Background: an optimization exercise with open tools, aiming at small area, a short achievable clock period and few clock cycles per item. Do not read the settings as production practice.
Only simulation tests tie the RTL to the original design; equivalence was not proved.

==> v36: inputs <==
==> flow/design.v (excerpt) <==
module bfp_codec (
    input  wire         clk,
    input  wire         rst,
    input  wire         in_valid,
    output wire         in_ready,
    input  wire         in_mode,
    input  wire [3:0]   in_wm1,
    input  wire [7:0]   in_exp,
    input  wire [383:0] in_data,
    output wire         out_valid,
    input  wire         out_ready,
    output wire         out_mode,
    output wire [7:0]   out_exp,
    output wire [383:0] out_data
);
==> module bfp_codec, before the edit <==
module bfp_codec (
    input  wire         clk,
    input  wire         rst,
    input  wire         in_valid,
    output wire         in_ready,
    input  wire         in_mode,
    input  wire [3:0]   in_wm1,
    input  wire [7:0]   in_exp,
    input  wire [383:0] in_data,
    output wire         out_valid,
    input  wire         out_ready,
    output wire         out_mode,
    output wire [7:0]   out_exp,
    output wire [383:0] out_data
);
    integer i, j, k, w;
    reg [15:0] in_oh;       
    reg [15:0] in_th;       
    always @(*) begin
        for (k = 0; k < 16; k = k + 1) begin
            in_oh[k] = (in_wm1 == k);
            in_th[k] = (k <= in_wm1);
        end
    end
    reg [14:0] mor;
    reg [15:0] tv;          
    reg [15:0] t_oh;        
    reg [15:0] lead;
    always @(*) begin
        mor = 15'd0;
        for (i = 0; i < 24; i = i + 1)
            mor = mor | (in_data[16*i +: 15] ^ {15{in_data[16*i+15]}});
        tv = {mor, 1'b1} | in_th;
        lead = 16'd0;
        for (k = 15; k >= 0; k = k - 1) begin
            t_oh[k] = tv[k] & ~lead[k];
            if (k > 0) lead[k-1] = lead[k] | tv[k];
        end
    end
    reg [383:0] d;
    reg [15:0]  ef;
    reg         sg;
    always @(*) begin
        d = 384'd0;
        for (i = 0; i < 24; i = i + 1) begin
            ef = 16'd0;
            sg = 1'b0;
            for (w = 1; w <= 16; w = w + 1) begin
                sg = sg | (in_oh[w-1] & in_data[383 - i*w]);
                for (k = 0; k < w; k = k + 1)
                    ef[k] = ef[k] | (in_oh[w-1] & in_data[383 - ((i+1)*w - 1 - k)]);
            end
            for (k = 0; k < 16; k = k + 1)
                d[16*(23-i) + k] = in_th[k] ? ef[k] : sg;
        end
    end
    reg         v;
    reg [383:0] r;
    reg         r_mode;
    reg [7:0]   r_exp;
    reg [15:0]  r_oh;       
    reg [15:0]  r_t;        
    assign in_ready = ~v | out_ready;
    always @(posedge clk) begin
        if (rst)
            v <= 1'b0;
        else if (in_ready)
            v <= in_valid;
        if (in_ready) begin
            r      <= in_mode ? d : in_data;
            r_mode <= in_mode;
            r_exp  <= in_mode ? in_exp : {4'd0, in_wm1};
            r_oh   <= in_mode ? 16'h8000 : in_oh;
            r_t    <= in_mode ? 16'h8000 : t_oh;
        end
    end
    reg [3:0] t_bin;
    always @(*) begin
        t_bin = 4'd0;
        for (k = 0; k < 16; k = k + 1)
            if (r_t[k]) t_bin = t_bin | k[3:0];
    end
    wire [3:0] e = t_bin - r_exp[3:0];
    reg [383:0] u;
    always @(*) begin
        u = 384'd0;
        for (i = 0; i < 24; i = i + 1)
            for (j = 0; j < 16; j = j + 1)
                for (k = j; k < 16; k = k + 1)
                    u[16*i + 15 - j] = u[16*i + 15 - j] | (r_t[k] & r[16*i + k - j]);
    end
    reg [383:0] pk;
    always @(*) begin
        pk = 384'd0;
        for (w = 1; w <= 16; w = w + 1)
            for (i = 0; i < 24; i = i + 1)
                for (j = 0; j < w; j = j + 1)
                    pk[383 - (i*w + j)] = pk[383 - (i*w + j)] | (r_oh[w-1] & u[16*i + 15 - j]);
    end
    assign out_valid = v;
    assign out_mode  = r_mode;
    assign out_exp   = r_mode ? r_exp : {4'd0, e};
    assign out_data  = pk;
endmodule
make LEC_CHECK=0 CAP_MARGIN=20 CELL_PAD_IN_SITES_DETAIL_PLACEMENT=2 CELL_PAD_IN_SITES_GLOBAL_PLACEMENT=4 CORE_MARGIN=2 CORE_UTILIZATION=25 PLACE_DENSITY=0.4 SETUP_SLACK_MARGIN=4.5 SLEW_MARGIN=20 finish   # period 10.0 ns
run.sh (not shown) runs the stock make flow with config.mk's settings and CLKGATE_MAP_FILE= SYNTH_SCRIPT=/design/flow/synth_recipe.tcl, a recipe that flattens the netlist after the stock synthesis.
==> inputs of v26, as changes to v36 <==
==> flow/design.v (replaced) <==
module bfp_codec (
    input  wire         clk,
    input  wire         rst,
    input  wire         in_valid,
    output wire         in_ready,
    input  wire         in_mode,
    input  wire [3:0]   in_wm1,
    input  wire [7:0]   in_exp,
    input  wire [383:0] in_data,
    output wire         out_valid,
    input  wire         out_ready,
    output wire         out_mode,
    output wire [7:0]   out_exp,
    output wire [383:0] out_data
);
    localparam [2:0] S_IDLE = 3'd0,
                     S_SCAN = 3'd1,
                     S_PACK = 3'd2,
                     S_DEC  = 3'd3,
                     S_DONE = 3'd4;
    reg [2:0]   state;
    reg [4:0]   cnt;
    reg         mode;
    reg [3:0]   wm1;
    reg [7:0]   exp_r;
    reg [14:0]  mr;       
    reg [383:0] a;        
    reg [383:0] b;        
    assign in_ready  = (state == S_IDLE);
    assign out_valid = (state == S_DONE);
    assign out_mode  = mode;
    assign out_exp   = exp_r;
    assign out_data  = b;
    wire [15:0] top = a[383:368];
    wire [14:0] mag = top[15] ? ~top[14:0] : top[14:0];
    reg [3:0] bitlen;
    integer k;
    always @(*) begin
        bitlen = 4'd0;
        for (k = 0; k < 15; k = k + 1)
            if (mr[k]) bitlen = k[3:0] + 4'd1;
    end
    wire [3:0] e = (bitlen > wm1) ? (bitlen - wm1) : 4'd0;
    wire signed [15:0] s    = $signed(top) >>> e;
    wire        [15:0] s_la = s << (4'd15 - wm1);
    wire signed [15:0] m    = $signed(top) >>> (4'd15 - wm1);
    always @(posedge clk) begin
        if (rst) begin
            state <= S_IDLE;
            cnt   <= 5'd0;
            mode  <= 1'b0;
            wm1   <= 4'd0;
            exp_r <= 8'd0;
            mr    <= 15'd0;
            a     <= 384'd0;
            b     <= 384'd0;
        end else begin
            case (state)
                S_IDLE: begin
                    if (in_valid) begin
                        a     <= in_data;
                        mode  <= in_mode;
                        wm1   <= in_wm1;
                        exp_r <= in_exp;
                        mr    <= 15'd0;
                        b     <= 384'd0;
                        cnt   <= 5'd0;
                        state <= in_mode ? S_DEC : S_SCAN;
                    end
                end
                S_SCAN: begin
                    if (mag > mr) mr <= mag;
                    a   <= {a[367:0], a[383:368]};
                    cnt <= cnt + 5'd1;
                    if (cnt == 5'd23) begin
                        cnt   <= 5'd0;
                        state <= S_PACK;
                    end
                end
                S_PACK: begin
                    b   <= ((b >> 1) >> wm1) | {s_la, 368'd0};
                    a   <= {a[367:0], 16'd0};
                    cnt <= cnt + 5'd1;
                    if (cnt == 5'd23) begin
                        exp_r <= {4'd0, e};
                        state <= S_DONE;
                    end
                end
                S_DEC: begin
                    b   <= {m, b[383:16]};
                    a   <= (a << 1) << wm1;
                    cnt <= cnt + 5'd1;
                    if (cnt == 5'd23)
                        state <= S_DONE;
                end
                S_DONE: begin
                    if (out_ready)
                        state <= S_IDLE;
                end
                default: state <= S_IDLE;
            endcase
        end
    end
endmodule
==> flow/config.mk (replaced) <==
export PLATFORM = sky130hd
export DESIGN_NAME = bfp_codec
export DESIGN_NICKNAME = bfp_codec
export VERILOG_FILES = /design/flow/design.v
export SDC_FILE = /design/flow/constraint.sdc
export NUM_CORES = 4
export LEC_CHECK = 0
export CAP_MARGIN = 20
export CORE_MARGIN = 2
export CORE_UTILIZATION = 25
export SLEW_MARGIN = 20
==> impl_results.md <==
* Leading area contributor after synthesis: a22oi_1
* Num CTS Buffers at 60
* Synth Area in Adders at 0.000741
* Mapped Cells at 10212
* Run Error: [ERROR GRT-0232] Routing congestion too high. Check the congestion heatmap in the GUI.
* Overflow after GRT at 1
* Synth Area in Compound Gates at 0.550
* Dpl hpwl at 688 mm
* Rows at 204
* Most frequent cells after synthesis: a22oi_1 (2114), clkbuf_1 (1620), a22o_1 (876)
* Initial Util at 0.251
* Cell Area, Placed at 90800 µm²
* Most numerous cell in the Yosys netlist: a22oi_1
* Failed at: global routing (5_1_grt)
* Post-Synth Simple-Gate Area at 0.126
* Status: did not finish
* Inst Count DP at 13944
* Top cell type's share of synthesized area at 0.204
* Synth top area cells: a22oi_1 (20%), edfxtp_1 (16%), a22o_1 (9.9%)
* #FFs+latches synth at 426
The numbers above come from v36.

==> impl_results.md <==
* Inst Count DP at 12007
* Most frequent cells after synthesis: nand2_1 (1119), mux4_2 (1117), nor2_1 (981)
* Status: complete, no violations
* Synth top area cells: mux4_2 (33%), dfxtp_1 (21%), nand2_1 (5.5%)
* Synth Area in Adders at 0.00356
* Synth Area in Compound Gates at 0.201
* #FFs+latches synth at 804
* Initial Util at 0.251
* Num CTS Buffers at 110
* Mapped Cells at 8087
* Overflow after GRT at 0
* Top cell type's share of synthesized area at 0.332
* Post-Synth Simple-Gate Area at 0.138
The numbers above come from v26.

Testbench counts of v36, summed over its fixed seeds: cycles 1,928, items 1,920.
Testbench counts of v26, summed over its fixed seeds: cycles 73,248, items 1,920.

-- static timing again, ports no longer ideal --
How much do the figures lean on ideal ports? The routed layout below was timed once more, with nothing changed but the port constraints. Step 1 sets driving cells, clkbuf_16 on the clock port and buf_2 on the other inputs (assumed; they add their load-dependent delay and slew). Step 2 also shifts input and output timing later by t, the mid clock arrival at the registers, as if the neighbouring blocks saw the same clock. Slacks: ideal / step 1 / step 2; pairs: ideal / step 1.
run: v26
t (ns): 0.938
setup WS [ns]: 4.403 / 4.312 / 4.294
worst hold slack (ns): 0.486 / 0.486 / 0.486
cell pins on the clock port's net: 1
After both steps setup and hold are still met in v26. For v26, drivers alone change the setup slack by -0.091 ns; drivers and shift together by -0.109 ns.
